Context: an optimization exercise on an open-source flow, tuned for small area, a short achievable clock period and few clock cycles. The choices shown serve that exercise and are no tape-out recipe.
The RTL was checked by simulation tests, not by an equivalence proof against the original design.
Power figures rest on the tool's default switching activity, not on a simulated workload.

==> design/flow/design.v <==
module htfv_crc8 (
    input  wire [7:0] acc_in,
    input  wire [7:0] data,
    output reg  [7:0] acc_out
);
    integer i;
    always @* begin
        acc_out = acc_in ^ data;
        for (i = 0; i < 8; i = i + 1) begin
            if (acc_out[7])
                acc_out = {acc_out[6:0], 1'b0} ^ 8'h31;
            else
                acc_out = {acc_out[6:0], 1'b0};
        end
    end
endmodule
module htfv_scaler (
    input  wire [15:0] raw,
    input  wire        humid,      
    output wire [23:0] num
);
    wire        t  = ~humid;
    wire [23:0] r  = {8'd0, raw};
    wire [23:0] o1 = t ? (r << 7) : (r << 6);
    wire [23:0] o2 = r << 5;
    wire [23:0] o3 = r << 2;
    wire [23:0] o4 = t ? r : 24'd0;
    wire [23:0] o5 = t ? 24'hD80028 : 24'd0;
    wire [23:0] s1 = o1 ^ o2 ^ o3;
    wire [23:0] c1 = ((o1 & o2) | (o1 & o3) | (o2 & o3)) << 1;
    wire [23:0] s2 = s1 ^ c1 ^ o4;
    wire [23:0] c2 = ((s1 & c1) | (s1 & o4) | (c1 & o4)) << 1;
    wire [23:0] s3 = s2 ^ c2 ^ o5;
    wire [23:0] c3 = ((s2 & c2) | (s2 & o5) | (c2 & o5)) << 1;
    wire        co;
    htfv_bkadd #(.W(24), .L(5)) u_add (.a(s3), .b(c3), .ci(1'b0), .s(num), .co(co));
endmodule
module htfv_centi (
    input  wire [23:0] num,
    output wire [15:0] centi
);
    wire [28:0] n  = {{5{num[23]}}, num};
    wire [28:0] a1 = n << 4;
    wire [28:0] a2 = n << 3;
    wire [28:0] zs = a1 ^ a2 ^ n;
    wire [28:0] zc = ((a1 & a2) | (a1 & n) | (a2 & n)) << 1;
    wire [28:0] z;                                        
    wire        zco;
    htfv_bkadd #(.W(29), .L(5)) u_z (.a(zs), .b(zc), .ci(1'b0), .s(z), .co(zco));
    wire [15:0] q = {z[28], z[28:14]};
    wire [15:0] l = {z[13:0], 2'b00};
    wire [15:0] lsum;
    wire        c16;
    htfv_bkadd #(.W(16), .L(4)) u_c (.a(l), .b(q), .ci(1'b1), .s(lsum), .co(c16));
    wire        cco;
    htfv_bkadd #(.W(16), .L(4)) u_o (.a(q), .b({16{q[15]}}), .ci(c16), .s(centi), .co(cco));
endmodule
module htfv_bkadd #(
    parameter W = 16,
    parameter L = 4       
) (
    input  wire [W-1:0] a,
    input  wire [W-1:0] b,
    input  wire         ci,
    output wire [W-1:0] s,
    output wire         co
);
    reg [W-1:0] p, g, pp, gg;
    integer i, j;
    always @* begin
        p  = a ^ b;
        g  = a & b;
        gg = g;
        pp = p;
        gg[0] = g[0] | (p[0] & ci);
        for (i = 1; i <= L; i = i + 1)
            for (j = (1 << i) - 1; j < W; j = j + (1 << i)) begin
                gg[j] = gg[j] | (pp[j] & gg[j - (1 << (i - 1))]);
                pp[j] = pp[j] & pp[j - (1 << (i - 1))];
            end
        for (i = L; i > 0; i = i - 1)
            for (j = (1 << i) + (1 << (i - 1)) - 1; j < W; j = j + (1 << i)) begin
                gg[j] = gg[j] | (pp[j] & gg[j - (1 << (i - 1))]);
                pp[j] = pp[j] & pp[j - (1 << (i - 1))];
            end
    end
    assign s  = p ^ {gg[W-2:0], ci};
    assign co = gg[W-1];
endmodule
module htfv (
    input  wire        clk,
    input  wire        rst,
    input  wire        op_valid,
    input  wire [31:0] op,
    output wire        op_ready,
    input  wire [4:0]  raddr,
    output reg  [31:0] rdata
);
    localparam [1:0] S_IDLE = 2'd0, S_RECV = 2'd1, S_DONE = 2'd2, S_FAIL = 2'd3;
    localparam [1:0] C_NONE = 2'd0, C_RST = 2'd1, C_CONV = 2'd2, C_READ = 2'd3;
    localparam [2:0] E_OK = 3'd0, E_CHECKSUM = 3'd1, E_BUS = 3'd2, E_SEQUENCE = 3'd3,
                     E_RANGE = 3'd4, E_NOT_VALID = 3'd5, E_ILLEGAL = 3'd6;
    reg [7:0]  devaddr;
    reg        lock;
    reg [1:0]  cmd;
    reg [7:0]  acc;
    reg        match;
    reg [1:0]  fstate;
    reg [4:0]  count, idx;
    reg [1:0]  pos;
    reg [7:0]  hi, lo;
    reg        ckerr, ferr;
    reg [3:0]  erridx;
    reg [15:0] word [0:15];
    reg [15:0] rlo;
    reg        rsel;
    reg [23:0] cnum;
    reg [2:0]  ecode;
    assign op_ready = 1'b1;
    wire [7:0]  grp    = op[31:24];
    wire [7:0]  op_idx = op[23:16];
    wire [15:0] imm    = op[15:0];
    wire [7:0]  b      = op[7:0];
    wire z_idx = (op_idx == 8'h00);
    wire z_hi  = (op[15:8] == 8'h00);
    wire z_b   = (b == 8'h00);
    wire f_none = z_idx & z_hi & z_b;    
    wire f_byte = z_idx & z_hi;          
    wire f_word = z_idx;                 
    wire f_ix   = z_hi & z_b;            
    wire is_nop      = (grp == 8'h00) & f_none;
    wire is_cmd      = ((grp == 8'h10) | (grp == 8'h11) | (grp == 8'h12)) & f_none;
    wire is_cfg_addr = (grp == 8'h1F) & f_byte;
    wire is_crc_init = (grp == 8'h20) & f_none;
    wire is_crc_byte = (grp == 8'h21) & f_byte;
    wire is_crc_cmp  = (grp == 8'h22) & f_byte;
    wire is_crc_word = (grp == 8'h23) & f_word;
    wire is_frm_start= (grp == 8'h30) & f_byte;
    wire is_frm_byte = (grp == 8'h31) & f_byte;
    wire is_frm_berr = (grp == 8'h32) & f_none;
    wire is_frm_read = (grp == 8'h33) & f_ix;
    wire is_scl_imm  = ((grp == 8'h40) | (grp == 8'h41)) & f_word;
    wire is_scl_wd   = ((grp == 8'h42) | (grp == 8'h43)) & f_ix;
    wire [7:0] acc_next;
    htfv_crc8 u_crc_acc (.acc_in(acc), .data(b), .acc_out(acc_next));
    wire [7:0] fc1, fc2;
    htfv_crc8 u_crc_f1 (.acc_in(8'h00), .data(hi), .acc_out(fc1));
    htfv_crc8 u_crc_f2 (.acc_in(fc1),   .data(lo), .acc_out(fc2));
    wire [7:0] fcrc = (pos == 2'd1) ? fc1 : fc2;
    wire [7:0] wcrc_hi, wcrc;
    htfv_crc8 u_crc_w0 (.acc_in(8'h00),   .data(imm[15:8]), .acc_out(wcrc_hi));
    htfv_crc8 u_crc_w1 (.acc_in(wcrc_hi), .data(imm[7:0]),  .acc_out(wcrc));
    wire [15:0] word_rd = word[op_idx[3:0]];
    wire        idx_ok  = (op_idx < {3'b000, count});
    wire [15:0] scl_raw   = grp[1] ? word_rd : imm;
    wire        scl_humid = grp[0];
    wire [23:0] scl_num;
    htfv_scaler u_scaler (.raw(scl_raw), .humid(scl_humid), .num(scl_num));
    wire frame_ok  = (fc2 == b);
    wire ckerr_new = ckerr | ~frame_ok;
    wire last      = (idx + 5'd1 == count);
    wire in_recv   = (fstate == S_RECV);
    wire in_done   = (fstate == S_DONE);
    always @(posedge clk) begin
        if (pos == 2'd2)
            word[idx[3:0]] <= {hi, lo};
    end
    always @(posedge clk) begin
        if (rst) begin
            devaddr <= 8'h40;
            lock    <= 1'b0;
            cmd     <= C_NONE;
            acc     <= 8'h00;
            match   <= 1'b0;
            fstate  <= S_IDLE;
            count   <= 5'd0;
            idx     <= 5'd0;
            pos     <= 2'd0;
            hi      <= 8'h00;
            lo      <= 8'h00;
            ckerr   <= 1'b0;
            ferr    <= 1'b0;
            erridx  <= 4'd0;
            rlo     <= 16'd0;
            rsel    <= 1'b0;
            cnum    <= 24'd0;
            ecode   <= E_OK;
        end else if (op_valid) begin
            if (is_nop) begin
                ecode <= E_OK;
            end else if (is_cmd) begin
                if (in_recv) begin
                    ecode <= E_SEQUENCE;
                end else begin
                    lock  <= 1'b1;
                    cmd   <= grp[1:0] + 2'd1;
                    ecode <= E_OK;
                end
            end else if (is_cfg_addr) begin
                if (lock) begin
                    ecode <= E_SEQUENCE;
                end else begin
                    devaddr <= b;
                    lock    <= 1'b1;
                    ecode   <= E_OK;
                end
            end else if (is_crc_init) begin
                acc   <= 8'h00;
                ecode <= E_OK;
            end else if (is_crc_byte) begin
                acc   <= acc_next;
                ecode <= E_OK;
            end else if (is_crc_cmp) begin
                match <= (acc == b);
                ecode <= E_OK;
            end else if (is_crc_word) begin
                rlo   <= {8'd0, wcrc};
                rsel  <= 1'b0;
                ecode <= E_OK;
            end else if (is_frm_start) begin
                if (in_recv) begin
                    ecode <= E_SEQUENCE;
                end else if (b > 8'd16) begin
                    ecode <= E_RANGE;
                end else begin
                    count  <= b[4:0];
                    idx    <= 5'd0;
                    pos    <= 2'd0;
                    hi     <= 8'h00;
                    lo     <= 8'h00;
                    ckerr  <= 1'b0;
                    ferr   <= 1'b0;
                    erridx <= 4'd0;
                    fstate <= (b == 8'd0) ? S_DONE : S_RECV;
                    ecode  <= E_OK;
                end
            end else if (is_frm_byte) begin
                if (!in_recv) begin
                    ecode <= E_SEQUENCE;
                end else if (pos == 2'd0) begin
                    hi    <= b;
                    pos   <= 2'd1;
                    ecode <= E_OK;
                end else if (pos == 2'd1) begin
                    lo    <= b;
                    pos   <= 2'd2;
                    ecode <= E_OK;
                end else begin
                    if (!ckerr && !frame_ok) begin
                        ckerr  <= 1'b1;
                        erridx <= idx[3:0];
                    end
                    idx <= idx + 5'd1;
                    pos <= 2'd0;
                    if (last && !ckerr_new) begin
                        fstate <= S_DONE;
                        ecode  <= E_OK;
                    end else if (last) begin
                        fstate <= S_FAIL;
                        ecode  <= E_CHECKSUM;
                    end else begin
                        ecode  <= E_OK;
                    end
                end
            end else if (is_frm_berr) begin
                if (!in_recv) begin
                    ecode <= E_SEQUENCE;
                end else begin
                    erridx <= idx[3:0];
                    ferr   <= 1'b1;
                    fstate <= S_FAIL;
                    ecode  <= E_BUS;
                end
            end else if (is_frm_read) begin
                if (!in_done) begin
                    ecode <= E_NOT_VALID;
                end else if (!idx_ok) begin
                    ecode <= E_RANGE;
                end else begin
                    rlo   <= word_rd;
                    rsel  <= 1'b0;
                    ecode <= E_OK;
                end
            end else if (is_scl_imm) begin
                rsel  <= 1'b1;
                cnum  <= scl_num;
                ecode <= E_OK;
            end else if (is_scl_wd) begin
                if (!in_done) begin
                    ecode <= E_NOT_VALID;
                end else if (!idx_ok) begin
                    ecode <= E_RANGE;
                end else begin
                    rsel  <= 1'b1;
                    cnum  <= scl_num;
                    ecode <= E_OK;
                end
            end else begin
                ecode <= E_ILLEGAL;
            end
        end
    end
    wire [15:0] centi;
    htfv_centi u_centi (.num(cnum), .centi(centi));
    wire [7:0]  txa    = (cmd != C_NONE) ? devaddr : 8'h00;
    wire [7:0]  txb    = (cmd == C_RST) ? 8'h1E : (cmd == C_CONV) ? 8'h40 : 8'h00;
    wire [7:0]  rxw    = (cmd == C_READ) ? 8'd2 : 8'd0;
    wire [15:0] waitus = (cmd == C_RST) ? 16'd5000 : (cmd == C_CONV) ? 16'd5600 : 16'd0;
    always @* begin
        case (raddr)
            5'h00: rdata = {4'h0, erridx, 3'b000, idx, 5'b00000, ecode, lock, match, ferr, ckerr, pos, fstate};
            5'h01: rdata = rsel ? {{8{cnum[23]}}, cnum} : {16'h0000, rlo};
            5'h02: rdata = {16'h0000, centi};
            5'h03: rdata = {8'h00, rxw, txa, txb};
            5'h04: rdata = {16'h0000, waitus};
            5'h05: rdata = {24'h000000, acc};
            5'h06: rdata = {24'h000000, devaddr};
            5'h07: rdata = {fcrc, lo, hi, 3'b000, count};
            5'h08: rdata = 32'd16;
            default: rdata = 32'h0000_0000;
        endcase
    end
endmodule
==> design/flow/flow/run.sh <==
#!/bin/bash
# Layout flow: the standard ORFS flow (standard.sh, synthesis unchanged), with
#  - repair_timing asked to leave extra setup margin (SETUP_SLACK_MARGIN) so that it
#    shortens the critical paths further than the 30 ns clock alone would make it;
#    TNS_END_PERCENT=0 keeps that repair on the worst paths only;
#  - every port still buffered, with the smallest buffer (repair upsizes the
#    critical ones);
#  - clock tree from clkbuf_8 cells, without dummy balancing loads, sinks
#    clustered by up to 15 within 60 um.
# The constraints (clock, I/O delays, loads) are the design's own. Each make run's
# full output goes to a log file in this folder; ORFS's per-step logs stay under
# orfs/logs.
set -euo pipefail
bash standard.sh \
  SETUP_SLACK_MARGIN=17.5 \
  TNS_END_PERCENT=0 \
  "BUFFER_PORTS_ARGS=-buffer_cell sky130_fd_sc_hd__buf_1" \
  "CTS_ARGS=-sink_clustering_enable -repair_clock_nets -dont_use_dummy_load -buf_list sky130_fd_sc_hd__clkbuf_8 -sink_clustering_size 15 -sink_clustering_max_diameter 60" \
  finish > standard_finish.log 2>&1
==> design/flow/standard.sh <==
#!/bin/bash
# synth_recipe.tcl (not shown) runs the flow's synth.tcl, then flattens the netlist and writes it again
# the make line also repeats each setting of config.mk as NAME=value (left out here)
make -C /OpenROAD-flow-scripts/flow DESIGN_CONFIG=/design/flow/config.mk WORK_HOME=/design/flow/orfs CLKGATE_MAP_FILE= SYNTH_SCRIPT=/design/flow/synth_recipe.tcl "${@:-finish}"
==> design/flow/config.mk <==
export PLATFORM = sky130hd
export DESIGN_NAME = htfv
export DESIGN_NICKNAME = htfv
export VERILOG_FILES = /design/flow/design.v
export SDC_FILE = /design/flow/constraint.sdc
export NUM_CORES = 4
export LEC_CHECK = 0
export ABC_AREA = 1
export CAP_MARGIN = 20
export CORE_MARGIN = 2
export CORE_UTILIZATION = 50
export SLEW_MARGIN = 60
==> design/flow/constraint.sdc <==
create_clock -name core_clock -period 30.0 [get_ports {clk}]
set_input_delay 6.0000 -clock core_clock [delete_from_list [all_inputs] [get_ports {clk}]]
set_output_delay 6.0000 -clock core_clock [all_outputs]
set_load 0.01 [all_outputs]
==> summary.md, run 1 <==
| Metric | Value |
|---|---|
| Status | `complete, no violations` |
| FP Rows | `75` |
| Max-slew headroom | `60.58%` |
| DIE AREA | `44620 um^2` |
| DRC Markers | `0` |
| Layout Utilization | `55.61%` |
| CP Launch Type | `primary input` |
| WL/cell | `23.71 um` |
| CP Cell Sequence | `buf_1 -> nor2_4 -> nand2_4 -> nor2_4 -> inv_1 -> nor2_4 -> inv_1 -> o22ai_2 -> buf_1` |
| Flops & latches, synth | `356` |
| Ant diodes | `0` |
| Worst Clk Skew | `0.07291 ns` |
| Yosys cell types | `69` |
| P_leak | `0.008694 uW` |
| Crit-path max cell delay | `0.31 ns` |
| Post-synthesis instance area | `21480 um^2` |
| Post-route cell area | `23430 um^2` |
| CTS tree | `built` |
| Final setup viols | `0` |
| Die X | `211.2 um` |
| 1st-iter DRT viols | `1390` |
| H-Tree Depth | `2` |
| Top cell type's share of synthesized area | `35.80%` |
| FMAX | `73.50 MHz` |
| Final wirelength | `67620 um` |
| Fin crit share | `45.35%` |
| Initial Util | `50.97%` |
| Clk latency of the worst-skew pair | `0.61 ns` |
| Synthesis Warnings | `5` |
| Max Root-Sink Buffers | `3` |
| Hpwl dp | `49090 um` |
| Placer Congestion | `0.9852` |
| Post-Place Cell Area | `22680 um^2` |
| Die Ht | `211.2 um` |
| Clock root cell | `clkbuf_8` |
| Vias per cell | `5.896` |
| Asr flop ratio synth | `0%` |
| CP Data Arrival Time | `7.61 ns` |
| Core area | `42130 um^2` |
| Setup crit end kind | `output pin` |
| First-pass GRT wire length | `101100 um` |
| Final Hold Viols | `0` |
| Cells after synthesis | `2234` |
| Clock buffer count from CTS | `35` |
| ANT nets after route | `0` |
| Clk sinks | `356` |
| Io pins | `73` |
| Number of flops mapped to enable cells by yosys | `256` |
| Initial antenna violation count | `0` |
| Gr usage total | `30.69%` |
| Total gr overflow | `0` |
| Nets | `2547` |
| Maximum number of pins on one net before global-route repair | `66` |
| Post-layout min period | `13.61 ns` |
| Peak VDD IR | `0.02512 mV` |
| Setup TNS | `0 ns` |
| Largest area contributor in the netlist | `edfxtp_1` |
| Hold_buf cts | `0` |
| Number of global-route vias before repair | `16.34k` |
| RSZ-0062 raised after global routing | `yes` |
| Final hold slack | `0.4634 ns` |
| CTS clk-pin slew, worst paths | `0.06 ns` |
| Critical-path top delay cell | `nor2_4` |
| Avg Inst Size Synth | `9.613 um^2` |
| Power Total | `1003 uW` |
| Share of synthesized area occupied by flip-flops and latches | `45.12%` |
| Pre-antenna DRT Iters | `5` |
| Power per cell area | `42.80 nW/um^2` |
| Share of post-route cells with drive strength above 1 | `12.75%` |
| Min-delay worst type | `reg2reg` |
| Most common cell on crit path | `nor2_4` |
| Worst-path fanout max | `13` |
| Top_reg_cell synth | `edfxtp_1` |
| CP Class | `in2out` |
| Synth top area cells | `edfxtp_1 36%, dfxtp_1 9.3%, nand2_1 7.4%, fa_1 7.3%, ha_1 6.6%` |
| Vias post-DR | `16.82k` |
| Max-cap violations | `0` |
| Worst Path Required | `24.00 ns` |
| Area delta synth->final | `9.112%` |
| Port Buffers | `71` |
| Worst slew pin tran | `0.5864 ns` |
| # fillers | `3804` |
| Final slew viol count | `0` |
timing repair:
action | in CTS | in global routing
gates resized for setup | 28 | 14
buffers inserted | 5 | 10
pin swaps | 9 | 21
endpoints found under the setup margin | 33 | 36
layout make-up:
class	instances	area [um^2]	area share, %
Clock buffer	35	481.7	2.056
Timing Repair Buffer	130	748.2	3.193
Sequential cell	356	9722	41.49
Multi-Input combinational cell	1557	10900	46.52
Tap cell	539	674.4	2.878
Inverter	235	905.9	3.866
logic make-up after synthesis:
| family | after synthesis | share of synthesized area [%] |
|---|---|---|
| adder cells (fa/ha/maj) | 192 | 13.91 |
| buffers and inverters | 321 | 5.873 |
| flip-flops | 356 | 45.12 |
| XOR/XNOR | 95 | 3.973 |
| AND/OR/NAND/NOR | 760 | 15.46 |
| multiplexers | 2 | 0.09322 |
| other | 1 | 0.01746 |
| AO/OA/AOI/OAI | 507 | 15.55 |
cells in the final DEF, fill, tap and decap left out, types with 27 or more instances in the layout:
| cell | instances |
|---|---|
| o21ai_0 | 122 |
| xor2_1 | 51 |
| dfxtp_1 | 78 |
| nand2_1 | 422 |
| a31o_2 | 27 |
| clkbuf_8 | 36 |
| edfxtp_1 | 256 |
| ha_1 | 113 |
| xnor2_1 | 40 |
| buf_4 | 50 |
| a21oi_1 | 122 |
| buf_1 | 64 |
| nand3_1 | 104 |
| inv_1 | 207 |
| a211oi_1 | 35 |
| o221ai_1 | 68 |
| fa_1 | 73 |
| nor2_1 | 127 |
final timing paths:
kind | start | end | slack (ns) | cells past startpoint
max | raddr[2] | rdata[22] | 16.39 | 9
min | ecode[0] | ecode[0] | 0.46 | 2
max reg2reg | word[1][0] | cnum[23] | 23.69 | 28
min reg2reg | ecode[0] | ecode[0] | 0.46 | 2
cells in the mapped netlist, types with 3 or more instances:
cell	n
a21o_1	5
nand2_2	12
nor3_1	16
o2111ai_1	8
a31o_2	27
inv_1	214
fa_1	78
nand3_2	7
a211oi_2	5
buf_4	3
o211ai_1	11
ha_1	114
nand2_4	4
a211oi_1	35
nor3_2	3
a221oi_1	10
xor2_1	51
dfxtp_1	100
buf_1	9
a31oi_1	19
o21a_1	6
a22oi_1	3
or2_2	3
nand3_1	108
o31ai_1	7
nor4_1	7
o21ai_0	136
inv_2	13
edfxtp_1	256
buf_2	12
nor2_1	143
clkinv_1	4
nand2_1	426
o22ai_1	6
o21bai_1	13
a21oi_1	126
nand3b_1	3
xnor2_1	42
clkbuf_1	59
nor4_4	3
o221ai_1	71
nor2_2	7
o211a_1	6
nand4_1	10
where the power goes:
part,internal (uW),switching [uW]
Combinational,85.9,134
Sequential,519,0.127
Clock,104,159
Total,710,293
flip-flops by register name (all words and copies together) (netlist names), 8 cells and up:
register and cells:
hi 8, rlo 16, cnum 24, lo 8, acc 8, devaddr 8, word 256
critical path, delay by kind of cell:
| kind | cells | cell delay, ns |
|---|---|---|
| AO/OA/AOI/OAI | 1 | 0.12 |
| buffers and inverters | 4 | 0.67 |
| AND/OR/NAND/NOR | 4 | 0.80 |
per-stage QoR:
step	worst slack, ns	std cells
final	16.39	2852
after global routing	16.06	2852
after CTS	16.43	2842
after detailed placement	16.09	2802
after global placement	16.09	2796
after floorplan	17.07	2234
metal layers:
layer | share of wire [%] | wire, um | global-route usage (%)
met1 | 43 | 29230 | 41.32
met2 | 48 | 32190 | 50.86
met3 | 5.5 | 3691 | 4.356
met4 | 3.7 | 2498 | 10.76
met5 | 0 | 0 | 0
Testbench counts, summed over its fixed seeds: cycles 13,426.
==> run 2: changes to the inputs <==
--- a/design/flow/flow/run.sh
+++ b/design/flow/flow/run.sh
@@ -12,7 +12,7 @@
 # orfs/logs.
 set -euo pipefail
 bash standard.sh \
-  SETUP_SLACK_MARGIN=17.5 \
+  SETUP_SLACK_MARGIN=16.5 \
   TNS_END_PERCENT=0 \
   "BUFFER_PORTS_ARGS=-buffer_cell sky130_fd_sc_hd__buf_1" \
   "CTS_ARGS=-sink_clustering_enable -repair_clock_nets -dont_use_dummy_load -buf_list sky130_fd_sc_hd__clkbuf_8 -sink_clustering_size 15 -sink_clustering_max_diameter 60" \
==> design/flow/config.mk (replaced) <==
export PLATFORM = sky130hd
export DESIGN_NAME = htfv
export DESIGN_NICKNAME = htfv
export VERILOG_FILES = /design/flow/design.v
export SDC_FILE = /design/flow/constraint.sdc
export NUM_CORES = 4
export LEC_CHECK = 0
export CAP_MARGIN = 20
export CORE_MARGIN = 2
export CORE_UTILIZATION = 65
export PLACE_DENSITY = 0.78
export SLEW_MARGIN = 60
==> run 2 against run 1 <==
Effect of this change: sequential power is essentially flat; flip-flop and latch count stayed put; combinational power down 34%; clock power decreased by 9.5%; critical path depth rose by 29; power is 10% lower; worst hold slack better by 0.016 ns; synthesized cell count decreased by 26%; cell count is 25% lower; first-iteration DRC count is 3.2% lower; fmax down 0.70%; setup slack got worse by 0.096 ns; critical path type is now reg2out; largest power group unchanged.
==> summary.md, run 2 <==
| Metric | Value |
|---|---|
| Cells after synthesis | `1656 (was 2234)` |
| Power per cell area | `39.84 nW/um^2 (was 42.80 nW/um^2)` |
| Setup crit end kind | `output pin (unchanged)` |
| Clock buffer count from CTS | `31 (was 35)` |
| Placed instance count | `2096 (was 2802)` |
| Post-synthesis instance area | `21000 um^2 (was 21480 um^2)` |
| ANT nets after route | `0 (unchanged)` |
| FMAX | `72.98 MHz (was 73.50 MHz)` |
| Synth top area cells | `edfxtp_1 37%, dfxtp_1 9.5%, mux4_2 8.6%, fa_1 7.4%, ha_1 6.8% (was edfxtp_1 36%, dfxtp_1 9.3%, nand2_1 7.4%, fa_1 7.3%, ha_1 6.6%)` |
| Most common cell on crit path | `o21a_1 (was nor2_4)` |
| Max Root-Sink Buffers | `3 (unchanged)` |
| Io pins | `73 (unchanged)` |
| Final Hold Viols | `0 (unchanged)` |
| Critical-path top delay cell | `fa_2 (was nor2_4)` |
| Fin crit share | `45.67% (was 45.35%)` |
| DIE AREA | `33760 um^2 (was 44620 um^2)` |
| Status | `complete, no violations (unchanged)` |
| Clock root cell | `clkbuf_8 (unchanged)` |
| 1st-iter DRT viols | `1346 (was 1390)` |
| Initial Util | `66.20% (was 50.97%)` |
| Hpwl dp | `40970 um (was 49090 um)` |
| First-pass GRT wire length | `85610 um (was 101100 um)` |
| P_leak | `0.008378 uW (was 0.008694 uW)` |
| Share of post-route cells with drive strength above 1 | `16.08% (was 12.75%)` |
| Max-cap violations | `0 (unchanged)` |
| Share of synthesized area occupied by flip-flops and latches | `46.14% (was 45.12%)` |
| CTS clk-pin slew, worst paths | `0.08 ns (was 0.06 ns)` |
| Commonest cells post-synth | `256 x edfxtp_1, 145 x nor2_1, 114 x ha_1, 100 x dfxtp_1, 92 x inv_1 (was 426 x nand2_1, 256 x edfxtp_1, 214 x inv_1, 143 x nor2_1, 136 x o21ai_0)` |
| Core area | `31720 um^2 (was 42130 um^2)` |
| CP Class | `reg2out (was in2out)` |
| Worst Path Required | `24.00 ns (about the same)` |
| Die Ht | `183.7 um (was 211.2 um)` |
| Flops & latches, synth | `356 (unchanged)` |
| Placer Congestion | `0.9757 (was 0.9852)` |
| CP Data Arrival Time | `7.70 ns (was 7.61 ns)` |
| Pre-antenna DRT Iters | `8 (was 5)` |
| Number of flops mapped to enable cells by yosys | `256 (unchanged)` |
| Avg Inst Size Synth | `12.68 um^2 (was 9.613 um^2)` |
| Worst-path fanout max | `3 (was 13)` |
| Setup TNS | `0 ns (unchanged)` |
| Hold_buf cts | `0 (unchanged)` |
| Max reg flops | `256 (unchanged)` |
| Area delta synth->final | `7.848% (was 9.112%)` |
| Commonest non-fill, non-tap cells in the layout | `256 x edfxtp_1, 133 x nor2_1, 114 x ha_1 (was 422 x nand2_1, 256 x edfxtp_1, 207 x inv_1)` |
| Worst Clk Skew | `0.04949 ns (was 0.07291 ns)` |
| Asr flop ratio synth | `0% (unchanged)` |
| Vias post-DR | `14.17k (was 16.82k)` |
| RSZ-0062 raised after global routing | `yes (unchanged)` |
| Final slew viol count | `0 (unchanged)` |
| Final wirelength | `56420 um (was 67620 um)` |
| H-Tree Depth | `1 (was 2)` |
| DRC Markers | `0 (unchanged)` |
| Clk latency of the worst-skew pair | `0.62 ns (was 0.61 ns)` |
| Largest area contributor in the netlist | `edfxtp_1 (unchanged)` |
| Number of global-route vias before repair | `14.36k (was 16.34k)` |
| Top_reg_cell synth | `edfxtp_1 (unchanged)` |
| Initial antenna violation count | `0 (unchanged)` |
| Vias per cell | `6.610 (was 5.896)` |
| Crit-path max cell delay | `0.55 ns (was 0.31 ns)` |
| Worst slew pin tran | `0.6217 ns (was 0.5864 ns)` |
| Final hold slack | `0.4796 ns (was 0.4634 ns)` |
| Gr usage total | `34.28% (was 30.69%)` |
| Clk sinks | `356 (unchanged)` |
| FP Rows | `65 (was 75)` |
| Synthesis Warnings | `5 (unchanged)` |
| Ant diodes | `0 (unchanged)` |
| Yosys cell types | `84 (was 69)` |
| Post-layout min period | `13.70 ns (was 13.61 ns)` |
| Total gr overflow | `0 (unchanged)` |
| Nets | `1975 (was 2547)` |
| Peak VDD IR | `0.04925 mV (was 0.02512 mV)` |
| Maximum number of pins on one net before global-route repair | `63 (was 66)` |
| CTS tree | `built (unchanged)` |
| Count leader, synth | `edfxtp_1 (was nand2_1)` |
| WL/cell | `26.33 um (was 23.71 um)` |
| Die X | `183.7 um (was 211.2 um)` |
| Final setup viols | `0 (unchanged)` |
| Min-delay worst type | `reg2reg (unchanged)` |
| Non-Filler Instances | `2143 (was 2852)` |
| Top cell type's share of synthesized area | `36.61% (was 35.80%)` |
| CP Launch Type | `flop (was primary input)` |
| Port Buffers | `71 (unchanged)` |
| Max-slew headroom | `58.21% (was 60.58%)` |
| Most common cell after layout, fill and taps aside | `edfxtp_1 (was nand2_1)` |
[run 2: changes by cell type after synthesis, sizes merged, moves of 80 or more]
cell,delta
nand2,-360
inv,-133
o21ai,-94
nand3,-93
mux2i,+81
mux4,+80
[run 2: worst max-delay path, delay by kind of cell, from the launching register on]
| kind | cells | cell delay (ns) |
|---|---|---|
| AO/OA/AOI/OAI | 20 | 3.04 |
| adder cells (fa/ha/maj) | 8 | 2.74 |
| buffers and inverters | 3 | 0.26 |
| AND/OR/NAND/NOR | 7 | 0.70 |
| flip-flops | 1 | 0.36 |
[run 2: cell type report]
cell class	count	area, um^2
tap	402	503.0
timing repair buffer	134	822.0
multi-input combinational	1125	10800
clock buffer	31	426.7
fill	2176	9072
sequential	356	9732
inverter	95	357.8
[run 2: final timing paths]
path / from / end / slack, ns / cells after the start
worst max-delay path: cnum[0] / rdata[12] / 16.30 / 38
worst min-delay path: erridx[3] / erridx[3] / 0.48 / 2
worst max register to register: word[9][4] / cnum[22] / 23.45 / 21
worst min register to register: erridx[3] / erridx[3] / 0.48 / 2
[run 2: routing by layer]
layer / vias up / share of wire, % / global-route usage, % / routed length, um
li1: 6276 / - / - / -
met4: 0 / 5.4 / 15.81 / 3022
met1: 7045 / 38 / 43.89 / 21570
met3: 165 / 6.4 / 3.665 / 3612
met2: 680 / 50 / 59.26 / 28220
met5: - / 0 / 0 / 0
[run 2: per-stage QoR]
step,area [um^2],power [uW],util [%],setup slack [ns]
2_1_floorplan,21000,636.0,-,16.70
3_3_place_gp,21710,669.8,68.44,16.05
3_5_place_dp,21940,675.3,69.17,15.98
4_1_cts,22540,906.1,71.08,16.33
5_1_grt,22650,938.8,71.40,15.98
6_report,22650,902.1,71.40,16.30
[run 2: report_power, final]
part           switching, uW  internal [uW]  total [uW]
Clock                    147           91.4         238
Combinational           82.4           62.4         145
Sequential             0.117            519         519
[run 2: kinds of logic (layout without fill, tap and decap cells)]
kind of cell               Yosys count  after routing  share of synthesized area [%]
and+or+nand+nor                    379            379                          8.795
other                                1              1                        0.01786
buffers and inverters              175            260                          3.647
muxes                              167            167                          12.77
DFF                                356            356                          46.14
AOI/OAI and AO/OA                  258            258                          8.348
xor gates and xnor gates           128            128                          6.048
adders and majority gates          192            192                          14.23
[run 2: what timing repair did]
action | in CTS | in global routing
buffers inserted | 13 | 2
resized for setup | 29 | 11
hold endpoints to repair | 0 | 0
pin swaps | 16 | 23
endpoints found under the setup margin | 29 | 32
==> run 3: changes to the inputs <==
--- a/design/flow/flow/run.sh
+++ b/design/flow/flow/run.sh
@@ -3,6 +3,8 @@
 #  - repair_timing asked to leave extra setup margin (SETUP_SLACK_MARGIN) so that it
 #    shortens the critical paths further than the 30 ns clock alone would make it;
 #    TNS_END_PERCENT=0 keeps that repair on the worst paths only;
+#  - the buffers ABC put in are removed after synthesis (REMOVE_ABC_BUFFERS)
+#    and placement-time repair buffers as needed instead;
 #  - every port still buffered, with the smallest buffer (repair upsizes the
 #    critical ones);
 #  - clock tree from clkbuf_8 cells, without dummy balancing loads, sinks
@@ -12,8 +14,9 @@
 # orfs/logs.
 set -euo pipefail
 bash standard.sh \
-  SETUP_SLACK_MARGIN=16.5 \
+  SETUP_SLACK_MARGIN=17.5 \
   TNS_END_PERCENT=0 \
+  REMOVE_ABC_BUFFERS=1 \
   "BUFFER_PORTS_ARGS=-buffer_cell sky130_fd_sc_hd__buf_1" \
   "CTS_ARGS=-sink_clustering_enable -repair_clock_nets -dont_use_dummy_load -buf_list sky130_fd_sc_hd__clkbuf_8 -sink_clustering_size 15 -sink_clustering_max_diameter 60" \
   finish > standard_finish.log 2>&1
==> run 3 against run 2 <==
Effect of this change: combinational power is essentially flat; sequential power is essentially flat; critical path depth shrank 4; cell area grew 0.74%; global-route usage shrank 0.79 points; routed wire length shrank 2.5%; register-to-register slack lost 0.06 ns; synthesized cell count is the same; critical path type unchanged; largest power group unchanged; highest routed layer unchanged.
==> summary.md, run 3 <==
| Metric | Value |
|---|---|
| Port Buffers | `71 (unchanged)` |
| Min-delay worst type | `reg2reg (unchanged)` |
| Clk sinks | `356 (unchanged)` |
| Die X | `183.7 um (unchanged)` |
| Final hold slack | `0.4862 ns (was 0.4796 ns)` |
| First-pass GRT wire length | `83300 um (was 85610 um)` |
| Die Ht | `183.7 um (unchanged)` |
| Placer Congestion | `0.9712 (was 0.9757)` |
| RSZ-0062 raised after global routing | `yes (unchanged)` |
| Synth top area cells | `edfxtp_1 37%, dfxtp_1 9.5%, mux4_2 8.6%, fa_1 7.4%, ha_1 6.8% (unchanged)` |
| Number of global-route vias before repair | `14.17k (was 14.36k)` |
| CTS clk-pin slew, worst paths | `0.08 ns (about the same)` |
| Pre-antenna DRT Iters | `6 (was 8)` |
| Final Hold Viols | `0 (unchanged)` |
| DIE AREA | `33760 um^2 (unchanged)` |
| Yosys cell types | `84 (unchanged)` |
| Non-Filler Instances | `2159 (was 2143)` |
| Fin crit share | `45.33% (was 45.67%)` |
| Share of post-route cells with drive strength above 1 | `18.04% (was 16.08%)` |
| Setup crit end kind | `output pin (unchanged)` |
| Power Total | `911.3 uW (was 902.1 uW)` |
| Total gr overflow | `0 (unchanged)` |
| Final setup viols | `0 (unchanged)` |
| Placed instance count | `2089 (was 2096)` |
| Max reg flops | `256 (unchanged)` |
| Most common cell on crit path | `fa_2 (was o21a_1)` |
| Clock root cell | `clkbuf_8 (unchanged)` |
| Peak VDD IR | `0.05252 mV (was 0.04925 mV)` |
| Reg2reg setup slack | `23.39 ns (was 23.45 ns)` |
| WL/cell | `25.48 um (was 26.33 um)` |
| Worst-path fanout max | `3 (unchanged)` |
| FP Rows | `65 (unchanged)` |
| Final wirelength | `55010 um (was 56420 um)` |
| Area delta synth->final | `8.646% (was 7.848%)` |
| CP Data Arrival Time | `7.60 ns (was 7.70 ns)` |
| Clk latency of the worst-skew pair | `0.59 ns (was 0.62 ns)` |
| Clock buffer count from CTS | `34 (was 31)` |
| CP Launch Type | `flop (unchanged)` |
| Top cell type's share of synthesized area | `36.61% (unchanged)` |
| Maximum number of pins on one net before global-route repair | `85 (was 63)` |
| CTS tree | `built (unchanged)` |
| Worst Path Required | `24.00 ns (about the same)` |
| P_leak | `0.008485 uW (was 0.008378 uW)` |
| Commonest cells post-synth | `256 x edfxtp_1, 145 x nor2_1, 114 x ha_1, 100 x dfxtp_1, 92 x inv_1 (unchanged)` |
| Core area | `31720 um^2 (unchanged)` |
| Asr flop ratio synth | `0% (unchanged)` |
| Power per cell area | `39.95 nW/um^2 (was 39.84 nW/um^2)` |
| Ant diodes | `0 (unchanged)` |
| Max-cap violations | `0 (unchanged)` |
| Max Root-Sink Buffers | `3 (unchanged)` |
| Nets | `1991 (was 1975)` |
| FMAX | `73.53 MHz (was 72.98 MHz)` |
| Max-slew headroom | `55.94% (was 58.21%)` |
| Count leader, synth | `edfxtp_1 (unchanged)` |
| CP Class | `reg2out (unchanged)` |
| DRC Markers | `0 (unchanged)` |
| Crit-path max cell delay | `0.55 ns (about the same)` |
| Commonest non-fill, non-tap cells in the layout | `256 x edfxtp_1, 141 x nor2_1, 110 x ha_1 (was 256 x edfxtp_1, 133 x nor2_1, 114 x ha_1)` |
| Vias per cell | `6.566 (was 6.610)` |
| Setup TNS | `0 ns (unchanged)` |
| Initial Util | `66.20% (unchanged)` |
| Status | `complete, no violations (unchanged)` |
| Hpwl dp | `38890 um (was 40970 um)` |
| Post-layout min period | `13.60 ns (was 13.70 ns)` |
| Share of synthesized area occupied by flip-flops and latches | `46.14% (unchanged)` |
| ANT nets after route | `0 (unchanged)` |
| Final slew viol count | `0 (unchanged)` |
| Io pins | `73 (unchanged)` |
| H-Tree Depth | `2 (was 1)` |
| Flops & latches, synth | `356 (unchanged)` |
| Largest area contributor in the netlist | `edfxtp_1 (unchanged)` |
| Cells after synthesis | `1656 (unchanged)` |
| Most common cell after layout, fill and taps aside | `edfxtp_1 (unchanged)` |
| Vias post-DR | `14.18k (was 14.17k)` |
| Synthesis Warnings | `5 (unchanged)` |
| Worst slew pin tran | `0.6554 ns (was 0.6217 ns)` |
| Worst Clk Skew | `0.08103 ns (was 0.04949 ns)` |
| Avg Inst Size Synth | `12.68 um^2 (unchanged)` |
| Top_reg_cell synth | `edfxtp_1 (unchanged)` |
| Gr usage total | `33.50% (was 34.28%)` |
| Number of flops mapped to enable cells by yosys | `256 (unchanged)` |
| Critical-path top delay cell | `fa_2 (unchanged)` |
| Post-synthesis instance area | `21000 um^2 (unchanged)` |
| 1st-iter DRT viols | `1319 (was 1346)` |
| Initial antenna violation count | `0 (unchanged)` |
==> run 3: changes by cell type in the layout (fill, tap and decap cells not counted), sizes merged <==
cell	previous run	this run
buf	131	140
clkbuf	34	39
clkinv	1	0
dlymetal6s2s	0	2
inv	94	95
==> run 3: logic make-up after synthesis <==
logic type | share of synthesized area (%)
simple gates | 8.795
mux | 12.77
fa+ha+maj | 14.23
other cells | 0.01786
compound gates | 8.348
xor+xnor | 6.048
flops | 46.14
buf+inv | 3.647
==> run 3: timing repair <==
| item | CTS | global route |
|---|---|---|
| hold buffers | 0 | 0 |
| cloned | 1 | 0 |
| buffers inserted | 15 | 17 |
| gates resized for setup | 56 | 20 |
| setup endpoints to repair | 33 | 36 |
| pin swaps | 26 | 36 |
==> run 3: final cells by class <==
| cell class | instances | area, um^2 |
|---|---|---|
| Inverter | 95 | 359.1 |
| Sequential cell | 356 | 9739 |
| Clock buffer | 34 | 467.9 |
| Multi-Input combinational cell | 1125 | 10840 |
| Fill cell | 2192 | 8905 |
| Tap cell | 402 | 503.0 |
| Timing Repair Buffer | 147 | 899.6 |
==> run 3: path summary, 6_finish.rpt <==
| kind | startpoint | to | cells after the start |
|---|---|---|---|
| worst max-delay path | cnum[1] | rdata[13] | 34 |
| worst min-delay path | ecode[2] | ecode[2] | 2 |
| worst min register to register | ecode[2] | ecode[2] | 2 |
| worst max register to register | word[13][4] | cnum[22] | 21 |
==> run 3: critical path: cells and delay by family, from the launching register on <==
kind,cells,cell delay (ns)
xor gates and xnor gates,1,0.14
adders and majority gates,7,2.74
buffers and inverters,5,0.59
AOI/OAI and AO/OA,18,2.89
DFF,1,0.34
and+or+nand+nor,3,0.38
==> run 3: metal layers <==
metal	wire length (um)	part of all wire (%)	vias up	GRT usage (%)
met5	0	0	-	0
li1	-	-	6288	-
met4	3240	5.9	0	17.34
met1	21290	39	7045	43.38
met3	3619	6.6	190	4.081
met2	26860	49	652	56.12
==> run 3: through the flow <==
stage / util, % / instance area [um^2] / setup slack, ns
CTS: 71.10 / 22550 / 16.53
global route: 71.93 / 22810 / 16.15
floorplan: - / 20590 / 16.06
finish: 71.93 / 22810 / 16.40
global placement: 68.31 / 21670 / 16.14
detailed placement: 68.69 / 21790 / 16.11
==> run 3: report_power, final <==
part / internal (uW) / switching, uW
combinational: 61.6 / 80.6
clock: 101 / 148
sequential: 519 / 0.148
total: 682 / 229
==> run 4: changes to the inputs <==
==> design/flow/flow/run.sh (replaced) <==
#!/bin/bash
# Layout flow: the standard ORFS flow (standard.sh, synthesis unchanged), with
#  - repair_timing asked to leave extra setup margin (SETUP_SLACK_MARGIN) so that it
#    shortens the critical paths further than the 30 ns clock alone would make it;
#    TNS_END_PERCENT=0 keeps that repair on the worst paths only;
#  - every port still buffered, with the smallest buffer (repair upsizes the
#    critical ones);
#  - clock tree from clkbuf_8 cells, without dummy balancing loads, sinks
#    clustered by up to 12 within 50 um.
# The constraints (clock, I/O delays, loads) are the design's own. Each make run's
# full output goes to a log file in this folder; ORFS's per-step logs stay under
# orfs/logs.
set -euo pipefail
bash standard.sh \
  SETUP_SLACK_MARGIN=17.5 \
  TNS_END_PERCENT=0 \
  "BUFFER_PORTS_ARGS=-buffer_cell sky130_fd_sc_hd__buf_1" \
  "CTS_ARGS=-sink_clustering_enable -repair_clock_nets -dont_use_dummy_load -buf_list sky130_fd_sc_hd__clkbuf_8 -sink_clustering_size 12 -sink_clustering_max_diameter 50" \
  finish > standard_finish.log 2>&1
==> run 4 against run 3 <==
Effect of this change: still clean on timing, DRC and antenna; first-iteration DRC count up 27%; register-to-register slack about the same; via count up 0.81%; synthesized area unchanged; sequential share of layout area down 0.21 points; synthesized cell count unchanged; cell area up 0.45%; fmax down 0.11%; cell count up 0.28%; routed wire length up 2.4%; critical path type is now in2out; largest cell class unchanged.
==> summary.md, run 4 <==
| Metric | Value |
|---|---|
| Status | `complete, no violations (unchanged)` |
| Initial Util | `66.20% (unchanged)` |
| Post-layout min period | `13.61 ns (was 13.60 ns)` |
| CTS clk-pin slew, worst paths | `0.05 ns (was 0.08 ns)` |
| Final slew viol count | `0 (unchanged)` |
| Largest area contributor in the netlist | `edfxtp_1 (unchanged)` |
| Clk sinks | `356 (unchanged)` |
| Synth top area cells | `edfxtp_1 37%, dfxtp_1 9.5%, mux4_2 8.6%, fa_1 7.4%, ha_1 6.8% (unchanged)` |
| Final Hold Viols | `0 (unchanged)` |
| Vias post-DR | `14.29k (was 14.18k)` |
| Place WS | `16.14 ns (was 16.11 ns)` |
| Setup crit end kind | `output pin (unchanged)` |
| Gr usage total | `34.45% (was 33.50%)` |
| ANT nets after route | `0 (unchanged)` |
| Worst-path fanout max | `14 (was 3)` |
| Fin crit share | `45.38% (was 45.33%)` |
| DIE AREA | `33760 um^2 (unchanged)` |
| Top cell type's share of synthesized area | `36.61% (unchanged)` |
| Hpwl dp | `40710 um (was 38890 um)` |
| Clk latency of the worst-skew pair | `0.56 ns (was 0.59 ns)` |
| Reg power frac | `55.5% (was 57.0%)` |
| FMAX | `73.45 MHz (was 73.53 MHz)` |
| Max-cap violations | `0 (unchanged)` |
| Max reg flops | `256 (unchanged)` |
| Final wirelength | `56320 um (was 55010 um)` |
| Share of post-route cells with drive strength above 1 | `18.60% (was 18.04%)` |
| Hold_buf cts | `0 (unchanged)` |
| Nets | `1997 (was 1991)` |
| Count leader, synth | `edfxtp_1 (unchanged)` |
| Initial antenna violation count | `0 (unchanged)` |
| FP Rows | `65 (unchanged)` |
| Met2 GRT Util | `57.84% (was 56.12%)` |
| Non-Filler Instances | `2165 (was 2159)` |
| Cells after synthesis | `1656 (unchanged)` |
| Switch share | `24.95% (was 25.14%)` |
| Number of flops mapped to enable cells by yosys | `256 (unchanged)` |
| Worst Clk Skew | `0.06375 ns (was 0.08103 ns)` |
| Placer Congestion | `0.9996 (was 0.9712)` |
| P_leak | `0.008582 uW (was 0.008485 uW)` |
| Logic pwr share | `15.3% (was 15.6%)` |
| CTS tree | `built (unchanged)` |
| Asr flop ratio synth | `0% (unchanged)` |
| H-Tree Depth | `2 (unchanged)` |
| Sw Pwr | `233.8 uW (was 229.1 uW)` |
| M3 GR Usage | `5.844% (was 4.081%)` |
| Ant diodes | `0 (unchanged)` |
| Worst Slack Setup Final | `16.39 ns (was 16.40 ns)` |
| Io pins | `73 (unchanged)` |
| Clock root cell | `clkbuf_8 (unchanged)` |
| Yosys cell types | `84 (unchanged)` |
| Worst Path Required | `24.00 ns (about the same)` |
| Port Buffers | `71 (unchanged)` |
| Most common cell after layout, fill and taps aside | `edfxtp_1 (unchanged)` |
| Vias per cell | `6.600 (was 6.566)` |
| First-pass GRT wire length | `86170 um (was 83300 um)` |
| RSZ-0062 raised after global routing | `yes (unchanged)` |
| Worst slew pin tran | `0.5427 ns (was 0.6554 ns)` |
| CP Class | `in2out (was reg2out)` |
| Clk pwr share | `29.2% (was 27.4%)` |
| Placed instance count | `2088 (was 2089)` |
| Synthesis Warnings | `5 (unchanged)` |
| Min-delay worst type | `reg2reg (unchanged)` |
| Commonest cells post-synth | `256 x edfxtp_1, 145 x nor2_1, 114 x ha_1, 100 x dfxtp_1, 92 x inv_1 (unchanged)` |
| WL/cell | `26.02 um (was 25.48 um)` |
| Post-synthesis instance area | `21000 um^2 (unchanged)` |
| Maximum number of pins on one net before global-route repair | `59 (was 85)` |
| Layout Utilization | `72.25% (was 71.93%)` |
| Cell Int Power | `703.1 uW (was 682.2 uW)` |
| Top_reg_cell synth | `edfxtp_1 (unchanged)` |
| Max-slew headroom | `62.79% (was 55.94%)` |
| Commonest non-fill, non-tap cells in the layout | `256 x edfxtp_1, 131 x nor2_1, 114 x ha_1 (was 256 x edfxtp_1, 141 x nor2_1, 110 x ha_1)` |
| Total gr overflow | `0 (unchanged)` |
| Core area | `31720 um^2 (unchanged)` |
| CP Launch Type | `primary input (was flop)` |
| Flops & latches, synth | `356 (unchanged)` |
| Die X | `183.7 um (unchanged)` |
| Pre-antenna DRT Iters | `7 (was 6)` |
| Power per cell area | `40.89 nW/um^2 (was 39.95 nW/um^2)` |
| Avg Inst Size Synth | `12.68 um^2 (unchanged)` |
| Clock buffer count from CTS | `41 (was 34)` |
| Die Ht | `183.7 um (unchanged)` |
| Setup TNS | `0 ns (unchanged)` |
| Final setup viols | `0 (unchanged)` |
| Max Root-Sink Buffers | `3 (unchanged)` |
| Area delta synth->final | `9.135% (was 8.646%)` |
| Met1 usage | `43.75% (was 43.38%)` |
| Power Total | `937.0 uW (was 911.3 uW)` |
| # fillers | `2135 (was 2192)` |
| Peak VDD IR | `0.04049 mV (was 0.05252 mV)` |
| Busiest grt layer | `met2 (unchanged)` |
| Share of synthesized area occupied by flip-flops and latches | `46.14% (unchanged)` |
| DRC Markers | `0 (unchanged)` |
| CP Data Arrival Time | `7.61 ns (was 7.60 ns)` |
| 1st-iter DRT viols | `1680 (was 1319)` |
| Number of global-route vias before repair | `14.67k (was 14.17k)` |
run 4: cell types whose count changed in the layout (fill, tap and decap cells not counted), moves of 4 or more:
cell | previous run | this run
nor2_2 | 4 | 9
nor2_1 | 141 | 131
clkbuf_8 | 35 | 42
nor2_4 | 1 | 6
ha_1 | 110 | 114
run 4: critical path, stage by stage:
cell and delay (ns):
buf_1 0.13, or3_4 0.45, nor3_4 0.27, buf_4 0.29, a222oi_1 0.13, o2111ai_1 0.15
buf_1 0.18
run 4: power by group through the flow:
stage                     registers, uW  logic, uW  clock network [uW]
after global routing                520        161                 299
final                               520        143                 274
after global placement              531        139                   0
after floorplan                     531        106                   0
after detailed placement            531        144                   0
after CTS                           520        145                 278
run 4: layout make-up:
class | instances | area [um^2] | area share [%]
flip-flops and latches | 356 | 9736 | 42.48
multi-input cells | 1125 | 10870 | 47.43
well taps | 402 | 503.0 | 2.195
inverters | 95 | 356.6 | 1.556
repair buffers | 146 | 887.1 | 3.871
clock buffers | 41 | 564.3 | 2.462
run 4: cells by family (layout without fill, tap and decap cells):
family | count (synthesis) | after routing | share of synthesized area [%]
multiplexers | 167 | 167 | 12.77
AND/OR/NAND/NOR | 379 | 379 | 8.795
buffers and inverters | 175 | 282 | 3.647
flip-flops | 356 | 356 | 46.14
AO/OA/AOI/OAI | 258 | 258 | 8.348
other | 1 | 1 | 0.01786
XOR/XNOR | 128 | 128 | 6.048
adder cells (fa/ha/maj) | 192 | 192 | 14.23
run 4: metal layers:
layer / wire (um) / share of wire (%)
met1: 20790 / 37
met2: 27400 / 49
met3: 4969 / 8.8
met4: 3163 / 5.6
met5: 0 / 0
run 4: repair_timing:
item	4_1_cts	5_1_grt
endpoints found under the setup margin	33	38
buffers inserted	23	13
pin swaps	21	21
resized for setup	30	18
run 4: path summary, 6_finish.rpt:
kind                             startpoint  slack, ns        end  depth (start not counted)
worst max-delay path               raddr[3]      16.39   rdata[6]                          7
worst min-delay path              erridx[3]       0.48  erridx[3]                          2
worst max register to register  word[12][4]      23.40   cnum[22]                         21
worst min register to register    erridx[3]       0.48  erridx[3]                          2
run 4: stage by stage:
stage | hold WS (ns) | cell area (um^2)
global route | 0.5059 | 22920
detailed placement | 0.4706 | 21920
floorplan | 0.4294 | 21130
finish | 0.4822 | 22920
CTS | 0.4822 | 22740
global placement | 0.4670 | 21750
==> run 5: changes to the inputs <==
--- a/design/flow/design.v
+++ b/design/flow/design.v
@@ -32,8 +32,33 @@
     wire [23:0] c2 = ((s1 & c1) | (s1 & o4) | (c1 & o4)) << 1;
     wire [23:0] s3 = s2 ^ c2 ^ o5;
     wire [23:0] c3 = ((s2 & c2) | (s2 & o5) | (c2 & o5)) << 1;
-    wire        co;
-    htfv_bkadd #(.W(24), .L(5)) u_add (.a(s3), .b(c3), .ci(1'b0), .s(num), .co(co));
+    function [32:0] bkadd;
+        input [31:0] a;
+        input [31:0] b;
+        input        ci;
+        reg   [31:0] p, g, pp, gg;
+        integer i, j;
+        begin
+            p  = a ^ b;
+            g  = a & b;
+            gg = g;
+            pp = p;
+            gg[0] = g[0] | (p[0] & ci);
+            for (i = 1; i <= 5; i = i + 1)
+                for (j = (1 << i) - 1; j < 32; j = j + (1 << i)) begin
+                    gg[j] = gg[j] | (pp[j] & gg[j - (1 << (i - 1))]);
+                    pp[j] = pp[j] & pp[j - (1 << (i - 1))];
+                end
+            for (i = 5; i > 0; i = i - 1)
+                for (j = (1 << i) + (1 << (i - 1)) - 1; j < 32; j = j + (1 << i)) begin
+                    gg[j] = gg[j] | (pp[j] & gg[j - (1 << (i - 1))]);
+                    pp[j] = pp[j] & pp[j - (1 << (i - 1))];
+                end
+            bkadd = {gg[31], p ^ {gg[30:0], ci}};
+        end
+    endfunction
+    wire [32:0] sum = bkadd({8'd0, s3}, {8'd0, c3}, 1'b0);
+    assign num = sum[23:0];
 endmodule
 module htfv_centi (
     input  wire [23:0] num,
@@ -44,48 +69,39 @@
     wire [28:0] a2 = n << 3;
     wire [28:0] zs = a1 ^ a2 ^ n;
     wire [28:0] zc = ((a1 & a2) | (a1 & n) | (a2 & n)) << 1;
-    wire [28:0] z;                                        
-    wire        zco;
-    htfv_bkadd #(.W(29), .L(5)) u_z (.a(zs), .b(zc), .ci(1'b0), .s(z), .co(zco));
+    function [32:0] bkadd;
+        input [31:0] a;
+        input [31:0] b;
+        input        ci;
+        reg   [31:0] p, g, pp, gg;
+        integer i, j;
+        begin
+            p  = a ^ b;
+            g  = a & b;
+            gg = g;
+            pp = p;
+            gg[0] = g[0] | (p[0] & ci);
+            for (i = 1; i <= 5; i = i + 1)
+                for (j = (1 << i) - 1; j < 32; j = j + (1 << i)) begin
+                    gg[j] = gg[j] | (pp[j] & gg[j - (1 << (i - 1))]);
+                    pp[j] = pp[j] & pp[j - (1 << (i - 1))];
+                end
+            for (i = 5; i > 0; i = i - 1)
+                for (j = (1 << i) + (1 << (i - 1)) - 1; j < 32; j = j + (1 << i)) begin
+                    gg[j] = gg[j] | (pp[j] & gg[j - (1 << (i - 1))]);
+                    pp[j] = pp[j] & pp[j - (1 << (i - 1))];
+                end
+            bkadd = {gg[31], p ^ {gg[30:0], ci}};
+        end
+    endfunction
+    wire [32:0] zsum = bkadd({3'd0, zs}, {3'd0, zc}, 1'b0);
+    wire [28:0] z = zsum[28:0];                           
     wire [15:0] q = {z[28], z[28:14]};
     wire [15:0] l = {z[13:0], 2'b00};
-    wire [15:0] lsum;
-    wire        c16;
-    htfv_bkadd #(.W(16), .L(4)) u_c (.a(l), .b(q), .ci(1'b1), .s(lsum), .co(c16));
-    wire        cco;
-    htfv_bkadd #(.W(16), .L(4)) u_o (.a(q), .b({16{q[15]}}), .ci(c16), .s(centi), .co(cco));
-endmodule
-module htfv_bkadd #(
-    parameter W = 16,
-    parameter L = 4       
-) (
-    input  wire [W-1:0] a,
-    input  wire [W-1:0] b,
-    input  wire         ci,
-    output wire [W-1:0] s,
-    output wire         co
-);
-    reg [W-1:0] p, g, pp, gg;
-    integer i, j;
-    always @* begin
-        p  = a ^ b;
-        g  = a & b;
-        gg = g;
-        pp = p;
-        gg[0] = g[0] | (p[0] & ci);
-        for (i = 1; i <= L; i = i + 1)
-            for (j = (1 << i) - 1; j < W; j = j + (1 << i)) begin
-                gg[j] = gg[j] | (pp[j] & gg[j - (1 << (i - 1))]);
-                pp[j] = pp[j] & pp[j - (1 << (i - 1))];
-            end
-        for (i = L; i > 0; i = i - 1)
-            for (j = (1 << i) + (1 << (i - 1)) - 1; j < W; j = j + (1 << i)) begin
-                gg[j] = gg[j] | (pp[j] & gg[j - (1 << (i - 1))]);
-                pp[j] = pp[j] & pp[j - (1 << (i - 1))];
-            end
-    end
-    assign s  = p ^ {gg[W-2:0], ci};
-    assign co = gg[W-1];
+    wire [32:0] lsum = bkadd({16'd0, l}, {16'd0, q}, 1'b1);
+    wire        c16  = lsum[16];
+    wire [32:0] osum = bkadd({16'd0, q}, {16'd0, {16{q[15]}}}, c16);
+    assign centi = osum[15:0];
 endmodule
 module htfv (
     input  wire        clk,
@@ -94,7 +110,7 @@
     input  wire [31:0] op,
     output wire        op_ready,
     input  wire [4:0]  raddr,
-    output reg  [31:0] rdata
+    output wire [31:0] rdata
 );
     localparam [1:0] S_IDLE = 2'd0, S_RECV = 2'd1, S_DONE = 2'd2, S_FAIL = 2'd3;
     localparam [1:0] C_NONE = 2'd0, C_RST = 2'd1, C_CONV = 2'd2, C_READ = 2'd3;
@@ -141,14 +157,23 @@
     wire is_frm_read = (grp == 8'h33) & f_ix;
     wire is_scl_imm  = ((grp == 8'h40) | (grp == 8'h41)) & f_word;
     wire is_scl_wd   = ((grp == 8'h42) | (grp == 8'h43)) & f_ix;
+    function [7:0] crc8_zero;
+        input [7:0] x;
+        integer i;
+        begin
+            crc8_zero = x;
+            for (i = 0; i < 8; i = i + 1)
+                crc8_zero = crc8_zero[7] ? ({crc8_zero[6:0], 1'b0} ^ 8'h31) : {crc8_zero[6:0], 1'b0};
+        end
+    endfunction
     wire [7:0] acc_next;
     htfv_crc8 u_crc_acc (.acc_in(acc), .data(b), .acc_out(acc_next));
     wire [7:0] fc1, fc2;
-    htfv_crc8 u_crc_f1 (.acc_in(8'h00), .data(hi), .acc_out(fc1));
-    htfv_crc8 u_crc_f2 (.acc_in(fc1),   .data(lo), .acc_out(fc2));
+    assign fc1 = crc8_zero(hi);
+    htfv_crc8 u_crc_f2 (.acc_in(fc1), .data(lo),    .acc_out(fc2));
     wire [7:0] fcrc = (pos == 2'd1) ? fc1 : fc2;
     wire [7:0] wcrc_hi, wcrc;
-    htfv_crc8 u_crc_w0 (.acc_in(8'h00),   .data(imm[15:8]), .acc_out(wcrc_hi));
+    assign wcrc_hi = crc8_zero(imm[15:8]);
     htfv_crc8 u_crc_w1 (.acc_in(wcrc_hi), .data(imm[7:0]),  .acc_out(wcrc));
     wire [15:0] word_rd = word[op_idx[3:0]];
     wire        idx_ok  = (op_idx < {3'b000, count});
@@ -306,6 +331,41 @@
     wire [7:0]  txb    = (cmd == C_RST) ? 8'h1E : (cmd == C_CONV) ? 8'h40 : 8'h00;
     wire [7:0]  rxw    = (cmd == C_READ) ? 8'd2 : 8'd0;
     wire [15:0] waitus = (cmd == C_RST) ? 16'd5000 : (cmd == C_CONV) ? 16'd5600 : 16'd0;
+    htfv_rdmux u_rdmux (
+        .raddr(raddr), .erridx(erridx), .idx(idx), .ecode(ecode), .lock(lock),
+        .match(match), .ferr(ferr), .ckerr(ckerr), .pos(pos), .fstate(fstate),
+        .rsel(rsel), .cnum(cnum), .rlo(rlo), .centi(centi), .rxw(rxw), .txa(txa),
+        .txb(txb), .waitus(waitus), .acc(acc), .devaddr(devaddr), .fcrc(fcrc),
+        .lo(lo), .hi(hi), .count(count), .rdata(rdata)
+    );
+endmodule
+module htfv_rdmux (
+    input  wire [4:0]  raddr,
+    input  wire [3:0]  erridx,
+    input  wire [4:0]  idx,
+    input  wire [2:0]  ecode,
+    input  wire        lock,
+    input  wire        match,
+    input  wire        ferr,
+    input  wire        ckerr,
+    input  wire [1:0]  pos,
+    input  wire [1:0]  fstate,
+    input  wire        rsel,
+    input  wire [23:0] cnum,
+    input  wire [15:0] rlo,
+    input  wire [15:0] centi,
+    input  wire [7:0]  rxw,
+    input  wire [7:0]  txa,
+    input  wire [7:0]  txb,
+    input  wire [15:0] waitus,
+    input  wire [7:0]  acc,
+    input  wire [7:0]  devaddr,
+    input  wire [7:0]  fcrc,
+    input  wire [7:0]  lo,
+    input  wire [7:0]  hi,
+    input  wire [4:0]  count,
+    output reg  [31:0] rdata
+);
     always @* begin
         case (raddr)
             5'h00: rdata = {4'h0, erridx, 3'b000, idx, 5'b00000, ecode, lock, match, ferr, ckerr, pos, fstate};
--- a/design/flow/flow/run.sh
+++ b/design/flow/flow/run.sh
@@ -6,7 +6,7 @@
 #  - every port still buffered, with the smallest buffer (repair upsizes the
 #    critical ones);
 #  - clock tree from clkbuf_8 cells, without dummy balancing loads, sinks
-#    clustered by up to 12 within 50 um.
+#    clustered by up to 15 within 60 um.
 # The constraints (clock, I/O delays, loads) are the design's own. Each make run's
 # full output goes to a log file in this folder; ORFS's per-step logs stay under
 # orfs/logs.
@@ -15,5 +15,5 @@
   SETUP_SLACK_MARGIN=17.5 \
   TNS_END_PERCENT=0 \
   "BUFFER_PORTS_ARGS=-buffer_cell sky130_fd_sc_hd__buf_1" \
-  "CTS_ARGS=-sink_clustering_enable -repair_clock_nets -dont_use_dummy_load -buf_list sky130_fd_sc_hd__clkbuf_8 -sink_clustering_size 12 -sink_clustering_max_diameter 50" \
+  "CTS_ARGS=-sink_clustering_enable -repair_clock_nets -dont_use_dummy_load -buf_list sky130_fd_sc_hd__clkbuf_8 -sink_clustering_size 15 -sink_clustering_max_diameter 60" \
   finish > standard_finish.log 2>&1
--- a/design/flow/config.mk
+++ b/design/flow/config.mk
@@ -7,6 +7,6 @@
 export LEC_CHECK = 0
 export CAP_MARGIN = 20
 export CORE_MARGIN = 2
-export CORE_UTILIZATION = 65
-export PLACE_DENSITY = 0.78
-export SLEW_MARGIN = 60
+export CORE_UTILIZATION = 30
+export SLEW_MARGIN = 20
+export SYNTH_HIERARCHICAL = 1
==> run 5 against run 4 <==
Effect of this change: critical path depth down 1; flip-flop and latch count stayed put; sequential power about the same; clock power down 11%; cell count rose by 33%; clock-buffer cell count is 10 lower; fmax is 0.55% lower; largest cell class unchanged.
==> summary.md, run 5 <==
| Metric | Value |
|---|---|
| Status | `complete, no violations (unchanged)` |
| Commonest non-fill, non-tap cells in the layout | `256 x edfxtp_1, 122 x nand2_1, 114 x inv_1, 114 x ha_1, 98 x mux2i_1 (was 256 x edfxtp_1, 131 x nor2_1, 114 x ha_1)` |
| Count leader, synth | `edfxtp_1 (unchanged)` |
| Power per cell area | `38.08 nW/um^2 (was 40.89 nW/um^2)` |
| Max Root-Sink Buffers | `3 (unchanged)` |
| Top cell type's share of synthesized area | `34.71% (was 36.61%)` |
| Min-delay worst type | `reg2reg (unchanged)` |
| Die Ht | `275.7 um (was 183.7 um)` |
| Largest area contributor in the netlist | `edfxtp_1 (unchanged)` |
| DRC Markers | `0 (unchanged)` |
| Final slew viol count | `0 (unchanged)` |
| Peak VDD IR | `0.03267 mV (was 0.04049 mV)` |
| Worst slew pin tran | `1.191 ns (was 0.5427 ns)` |
| H-Tree Depth | `1 (was 2)` |
| Flops & latches, synth | `356 (unchanged)` |
| Final setup viols | `0 (unchanged)` |
| Post-synthesis instance area | `22150 um^2 (was 21000 um^2)` |
| CP Launch Type | `primary input (unchanged)` |
| RSZ-0062 raised after global routing | `yes (unchanged)` |
| Initial Util | `30.31% (was 66.20%)` |
| Port Buffers | `71 (unchanged)` |
| Asr flop ratio synth | `0% (unchanged)` |
| CP Data Arrival Time | `7.69 ns (was 7.61 ns)` |
| M3 GR Usage | `3.175% (was 5.844%)` |
| Core area | `73080 um^2 (was 31720 um^2)` |
| Vias per cell | `5.367 (was 6.600)` |
| Placer Congestion | `0.9329 (was 0.9996)` |
| First-pass GRT wire length | `99880 um (was 86170 um)` |
| Worst-path fanout max | `19 (was 14)` |
| Total gr overflow | `0 (unchanged)` |
| Place WS | `15.81 ns (was 16.14 ns)` |
| Number of global-route vias before repair | `15.68k (was 14.67k)` |
| Avg Inst Size Synth | `11.92 um^2 (was 12.68 um^2)` |
| DIE AREA | `76020 um^2 (was 33760 um^2)` |
| Worst Path Required | `24.00 ns (about the same)` |
| Maximum number of pins on one net before global-route repair | `92 (was 59)` |
| Initial antenna violation count | `9 (was 0)` |
| # fillers | `7266 (was 2135)` |
| CTS tree | `built (unchanged)` |
| Setup TNS | `0 ns (unchanged)` |
| Power Total | `920.4 uW (was 937.0 uW)` |
| Yosys cell types | `97 (was 84)` |
| Busiest grt layer | `met2 (unchanged)` |
| Commonest cells post-synth | `256 x edfxtp_1, 122 x nand2_1, 114 x ha_1, 114 x inv_1, 100 x dfxtp_1 (was 256 x edfxtp_1, 145 x nor2_1, 114 x ha_1, 100 x dfxtp_1, 92 x inv_1)` |
| P_leak | `0.009057 uW (was 0.008582 uW)` |
| Share of post-route cells with drive strength above 1 | `13.60% (was 18.60%)` |
| Post-route cell area | `24170 um^2 (was 22920 um^2)` |
| ANT nets after route | `0 (unchanged)` |
| Gr usage total | `17.47% (was 34.45%)` |
| CP Class | `in2out (unchanged)` |
| Worst Slack Setup Final | `16.31 ns (was 16.39 ns)` |
| Clock root cell | `clkbuf_8 (unchanged)` |
| Max-slew headroom | `20.00% (was 62.79%)` |
| Post-Place Cell Area | `23480 um^2 (was 21920 um^2)` |
| Synthesis Warnings | `11 (was 5)` |
| FP Rows | `99 (was 65)` |
| FMAX | `73.04 MHz (was 73.45 MHz)` |
| Number of flops mapped to enable cells by yosys | `256 (unchanged)` |
| Vias post-DR | `15.51k (was 14.29k)` |
| Pre-antenna DRT Iters | `26 (was 7)` |
| Max-cap violations | `0 (unchanged)` |
| Post-layout min period | `13.69 ns (was 13.61 ns)` |
| Nets | `2160 (was 1997)` |
| Clock buffer count from CTS | `31 (was 41)` |
| Cells after synthesis | `1858 (was 1656)` |
| Area delta synth->final | `9.129% (was 9.135%)` |
| Top_reg_cell synth | `edfxtp_1 (unchanged)` |
| Clk sinks | `356 (unchanged)` |
| Hpwl dp | `48670 um (was 40710 um)` |
| Most common cell after layout, fill and taps aside | `edfxtp_1 (unchanged)` |
| Fin crit share | `45.64% (was 45.38%)` |
run 5: where the power goes:
part	internal [uW]	switching, uW
sequential	519	0.791
clock	91.3	152
combinational	64.7	92.7
run 5: cell type report:
| type | instances | area, um^2 | area share (%) |
|---|---|---|---|
| antenna | 5 | 12.51 | 0.05177 |
| multi-input combinational | 1316 | 11780 | 48.74 |
| sequential | 356 | 9734 | 40.27 |
| inverter | 116 | 435.4 | 1.801 |
| timing repair buffer | 107 | 581.8 | 2.407 |
| tap | 959 | 1200 | 4.964 |
| clock buffer | 31 | 426.7 | 1.765 |
run 5: modules after synthesis, one instance, submodules excluded:
module / cell area (um^2) / cells inside / times used / flip-flops and latches
htfv: 15830 / 1152 / 1 / 356
htfv_centi: 2305 / 240 / 1 / 0
htfv_crc8: 215.2 / 19 / 3 / 0
htfv_rdmux: 1343 / 181 / 1 / 0
htfv_scaler: 2023 / 228 / 1 / 0
run 5: per-stage QoR:
stage	hold WS [ns]	instances	utilization, %
6_report	0.4775	2890	33.07
5_1_grt	0.5092	2886	33.06
4_1_cts	0.4804	2885	33.02
3_5_place_dp	0.4675	2843	32.13
3_3_place_gp	0.4596	2843	32.13
2_1_floorplan	0.4421	1875	-
run 5: worst max-delay path, cell delays in order:
cell and delay, ns:
clkdlybuf4s15_2 0.51, nor2b_2 0.14, nand2_1 0.41, o21ai_0 0.17, a211o_1 0.31, buf_1 0.14
run 5: path summary, 6_finish.rpt:
check | start | to | slack, ns | depth (start not counted)
setup / recovery | raddr[1] | rdata[8] | 16.31 | 6
hold / removal | rlo[8] | rlo[8] | 0.48 | 2
setup reg to reg | word[15][3] | cnum[23] | 24.34 | 22
hold reg to reg | rlo[8] | rlo[8] | 0.48 | 2
run 5: logic make-up after synthesis:
family / after synthesis / share of synthesized area (%)
and+or+nand+nor: 439 / 10.47
AOI/OAI and AO/OA: 361 / 11.35
DFF: 356 / 43.75
buffers and inverters: 203 / 3.870
adders and majority gates: 192 / 13.49
muxes: 175 / 11.24
xor gates and xnor gates: 130 / 5.802
other: 2 / 0.03391
run 5: timing repair:
action | 4_1_cts | 5_1_grt
endpoints found under the hold margin | 0 | 0
gates cloned | 0 | 0
gates resized for setup | 51 | 5
pin swaps | 21 | 2
hold buffers | 0 | 0
buffers inserted | 11 | 0
setup endpoints to repair | 32 | 36
run 5: metal layers:
layer,routed length (um),vias to the layer above
li1,-,6975
met1,28050,7872
met2,31680,546
met3,4939,114
met4,2269,4
met5,27,-
Testbench counts of run 5, summed over its fixed seeds: cycles 13,426.

Setup slack of run 5, layout unchanged: 16.310 ns with ideal ports, 16.286 ns with driving cells assumed (clock clkbuf_16, inputs buf_2), 16.286 ns with port delays also shifted by the 0.671 ns mid clock arrival.
